This is an optimization exercise on Yosys and OpenROAD, whose aim is small area, not a production implementation. The RTL was checked by simulation tests, not by an equivalence proof against the original design. Power figures rest on the tool's default switching activity, not on a simulated workload.

// adb_device
module adb_device (
    input  wire        clk,
    input  wire        rst_n,           
    input  wire        adb_in,          
    output wire        adb_drive_low,   
    input  wire        key_valid,       
    input  wire [7:0]  key_data,
    input  wire        mouse_valid,     
    input  wire [15:0] mouse_dx,
    input  wire [15:0] mouse_dy,
    input  wire        mouse_button,
    output reg  [7:0]  ctr_poll,
    output reg  [7:0]  ctr_talk_resp,
    output reg  [7:0]  ctr_bus_err,
    output reg  [7:0]  ctr_key_drop,
    output reg  [3:0]  last_bus_error
);
    localparam P_IDLE      = 4'd0;
    localparam P_WAIT_FALL = 4'd1;
    localparam P_ATTN      = 4'd2;
    localparam P_SYNC      = 4'd3;
    localparam P_CMD_LOW   = 4'd4;
    localparam P_CMD_HIGH  = 4'd5;
    localparam P_STOP      = 4'd6;
    localparam P_TALK      = 4'd7;
    localparam P_LWAIT     = 4'd9;
    localparam P_LRX_LOW   = 4'd10;
    localparam P_LRX_HIGH  = 4'd11;
    localparam P_LSTOP     = 4'd12;
    localparam D_NONE  = 2'd0;
    localparam D_KB_R2 = 2'd1;
    localparam D_KB_R3 = 2'd2;
    localparam D_MS_R3 = 2'd3;
    localparam D_POP1  = 2'd1;      
  ...
Size in the first run: about 1900 cells after synthesis, ~480 flip-flops, about 83 I/O pins, roughly 19000 um^2 of cells after synthesis.
export LEC_CHECK = 0
export CAP_MARGIN = 20
export CORE_MARGIN = 2
export CORE_UTILIZATION = 60
export SLEW_MARGIN = 20
create_clock -name core_clock -period 20.0 [get_ports {clk}]
standard.sh (not shown) runs the stock make flow with config.mk's settings and CLKGATE_MAP_FILE= SYNTH_SCRIPT=/design/flow/synth_recipe.tcl, a recipe that flattens the netlist after the stock synthesis.
==> flow/flow/run.sh <==
#!/bin/bash
# The standard layout (standard.sh) with these changes:
#  - synthesis: synth_recipe.tcl unchanged, except that ABC maps the logic
#    with an area-oriented script (flow/abc_area.script) in place of the
#    speed script; registers are mapped before ABC and are not touched;
#  - ports are buffered with the smallest buffer (buf_1);
#  - the clock tree uses clkbuf_8 cells driving clusters of at most 12
#    flip-flops, and no dummy loads.
# The flow's full output goes to standard.log in this folder.
set -e
here=$PWD
{
  head -n 1 synth_recipe.tcl
  cat <<EOF
proc abc {args} {
  set i [lsearch \$args -script]
  if {\$i >= 0} { lset args [expr {\$i + 1}] $here/flow/abc_area.script }
  yosys abc {*}\$args
}
EOF
  tail -n +2 synth_recipe.tcl
} > synth_area.tcl
export BUFFER_PORTS_ARGS="-buffer_cell sky130_fd_sc_hd__buf_1"
export CTS_ARGS="-sink_clustering_enable -repair_clock_nets -dont_use_dummy_load -buf_list sky130_fd_sc_hd__clkbuf_8 -sink_clustering_size 12 -sink_clustering_max_diameter 50 -sink_buffer_max_cap_derate 1.0"
bash standard.sh SYNTH_SCRIPT=$here/synth_area.tcl finish > standard.log 2>&1
==> flow/flow/abc_area.script <==
strash
dch -f
amap -F 4 -A 8
topo
dnsize -c
The first run completed with no timing, DRC or antenna violations.
==> next run, changes <==
==> flow/flow/run.sh (replaced) <==
#!/bin/bash
# The standard layout (standard.sh), with two changes to what it inserts:
#  - ports are buffered with the smallest buffer (buf_1);
#  - the clock tree uses clkbuf_4 cells and no dummy loads.
# Each run's full output goes to a log file in this folder.
set -e
export BUFFER_PORTS_ARGS="-buffer_cell sky130_fd_sc_hd__buf_1"
export CTS_ARGS="-sink_clustering_enable -repair_clock_nets -dont_use_dummy_load -buf_list sky130_fd_sc_hd__clkbuf_4"
bash standard.sh > standard.log 2>&1
removed: flow/flow/abc_area.script
The changed run went through all stages and came out clean.
Combinational power increases by about 6%.
Worst setup slack gets better by 0.65 ns.
Clock power increases by 14%.
Wire length increases by 2.6%.
Power increases by 5.2%.
Global-route usage decreases by 1.7 points.
Non-clock buffer count decreases by 8.
==> next run, changes <==
==> flow/flow/run.sh (replaced) <==
#!/bin/bash
# The standard layout (standard.sh) with these changes:
#  - synthesis: synth_recipe.tcl unchanged, except that ABC maps the logic
#    with an area-oriented script (flow/abc_area.script: AIG rewriting by
#    deepsyn for 60 s, then area-only standard-cell mapping) in place of the
#    speed script; registers are mapped before ABC and are not touched;
#  - ports are buffered with the smallest buffer (buf_1);
#  - the clock tree uses clkbuf_4 cells driving clusters of at most 8
#    flip-flops, and no dummy loads.
# The flow's full output goes to standard.log in this folder.
set -e
here=$PWD
{
  head -n 1 synth_recipe.tcl
  cat <<EOF
proc abc {args} {
  set i [lsearch \$args -script]
  if {\$i >= 0} { lset args [expr {\$i + 1}] $here/flow/abc_area.script }
  yosys abc {*}\$args
}
EOF
  tail -n +2 synth_recipe.tcl
} > synth_area.tcl
export BUFFER_PORTS_ARGS="-buffer_cell sky130_fd_sc_hd__buf_1"
export CTS_ARGS="-sink_clustering_enable -repair_clock_nets -dont_use_dummy_load -buf_list sky130_fd_sc_hd__clkbuf_4 -sink_clustering_size 8 -sink_clustering_max_diameter 50 -sink_buffer_max_cap_derate 1.0"
bash standard.sh SYNTH_SCRIPT=$here/synth_area.tcl finish > standard.log 2>&1
==> flow/flow/abc_area.script (new file) <==
strash
&get -n
&deepsyn -T 60
&put
dch -f
amap -F 4 -A 8
topo
dnsize -c
- CORE_UTILIZATION: 60 -> 70
What happened: The changed run completed with no timing, DRC or antenna violations; utilization climbs by 12 points; synthesized cell count drops by 15%; via count drops by 5.6%; setup slack gets worse by 0.30 ns; power drops by 5.6%; clock-buffer cell count drops by 45; critical path depth climbs by 2; first-iteration DRC count climbs by 47%; global-route usage climbs by 5.5 points; cell area drops by 11%; area after synthesis drops by 12%.
==> next run, changes <==
--- a/flow/flow/run.sh
+++ b/flow/flow/run.sh
@@ -7,3 +7,3 @@
 #  - ports are buffered with the smallest buffer (buf_1);
-#  - the clock tree uses clkbuf_4 cells driving clusters of at most 8
+#  - the clock tree uses clkbuf_4 cells driving clusters of at most 10
 #    flip-flops, and no dummy loads.
@@ -24,3 +24,3 @@
 export BUFFER_PORTS_ARGS="-buffer_cell sky130_fd_sc_hd__buf_1"
-export CTS_ARGS="-sink_clustering_enable -repair_clock_nets -dont_use_dummy_load -buf_list sky130_fd_sc_hd__clkbuf_4 -sink_clustering_size 8 -sink_clustering_max_diameter 50 -sink_buffer_max_cap_derate 1.0"
+export CTS_ARGS="-sink_clustering_enable -repair_clock_nets -dont_use_dummy_load -buf_list sky130_fd_sc_hd__clkbuf_4 -sink_clustering_size 10 -sink_clustering_max_diameter 40 -sink_buffer_max_cap_derate 0.7"
 bash standard.sh SYNTH_SCRIPT=$here/synth_area.tcl finish > standard.log 2>&1
- CAP_MARGIN: 20 -> 5
- CORE_UTILIZATION: 70 -> 60
- SLEW_MARGIN: 20 -> 5
Outcome:
- The changed run completed with no timing, DRC or antenna violations
- non-clock buffer count stays the same
- total power went down by a few percent
- area after synthesis does not change
- cell count is higher by a few percent
- via count went down by a few percent
- global-route usage came out lower by 4.9 points
- routed wire length goes down slightly
- final area is about the same
==> next run, changes <==
- CAP_MARGIN: 5 -> 20
- SLEW_MARGIN: 5 -> 20
Result: Worst hold slack stays flat; fmax stays flat; core utilization is unchanged; worst setup slack is about the same; first-iteration DRC count came out higher by 4.8%; sequential power is about the same; cell area is unchanged; wire length is about the same.
==> next run, changes <==
==> flow/flow/run.sh (replaced) <==
#!/bin/bash
# The standard layout (standard.sh) with these changes:
#  - synthesis: synth_recipe.tcl unchanged, except that ABC maps the logic
#    with an area-oriented script (flow/abc_area.script) in place of the
#    speed script; registers are mapped before ABC and are not touched;
#  - ports are buffered with the smallest buffer (buf_1);
#  - the clock tree uses clkbuf_4 cells driving clusters of at most 8
#    flip-flops, and no dummy loads.
# The flow's full output goes to standard.log in this folder.
set -e
here=$PWD
{
  head -n 1 synth_recipe.tcl
  cat <<EOF
proc abc {args} {
  set i [lsearch \$args -script]
  if {\$i >= 0} { lset args [expr {\$i + 1}] $here/flow/abc_area.script }
  yosys abc {*}\$args
}
EOF
  tail -n +2 synth_recipe.tcl
} > synth_area.tcl
export BUFFER_PORTS_ARGS="-buffer_cell sky130_fd_sc_hd__buf_1"
export CTS_ARGS="-sink_clustering_enable -repair_clock_nets -dont_use_dummy_load -buf_list sky130_fd_sc_hd__clkbuf_4 -sink_clustering_size 8 -sink_clustering_max_diameter 50 -sink_buffer_max_cap_derate 1.0"
bash standard.sh SYNTH_SCRIPT=$here/synth_area.tcl finish > standard.log 2>&1
==> flow/flow/abc_area.script (replaced) <==
strash
dch -f
amap -F 4 -A 8
topo
dnsize -c
Outcome: The new run completed without violations; via count went up by 5.1%; sequential cell count stays the same; routed wire length went up by 5.9%; global-route usage went up by 1.6 points.

afterwards: timing with drivers on the ports:
In the flow no input, the clock included, has a driving cell. The finished layouts below were timed again as built, in two steps.
Step 1: set_driving_cell puts a clkbuf_16 on clk and a buf_2 on each other input, an assumption about the parent block.
Step 2 moves the port delays by t, midway between the first and last clock arrival at a register: inputs arrive t later, outputs are due t later. That takes back most of the time a late clock gives input paths.
Slacks: no drivers / after step 1 / after step 2; pairs: no drivers / after step 1.
run | t, ns | setup WS [ns] | hold slack, ns
the first run | 0.622 | 2.382 / 2.393 / 1.771 | 0.402 / 0.402 / 0.402
the second run | 0.836 | 3.030 / 3.062 / 2.227 | 0.378 / 0.378 / 0.378
the third run | 0.736 | 2.731 / 2.745 / 2.009 | 0.358 / 0.358 / 0.358
the fourth run | 0.776 | 2.682 / 2.694 / 1.918 | 0.320 / 0.320 / 0.320
the fifth run | 0.776 | 2.683 / 2.695 / 1.919 | 0.322 / 0.322 / 0.322
the sixth run | 0.744 | 2.524 / 2.537 / 1.793 | 0.362 / 0.362 / 0.362
After both steps setup and hold are still met in every run listed. For the second run, which loses most, drivers alone change the setup slack by +0.032 ns; drivers and shift together by -0.803 ns.
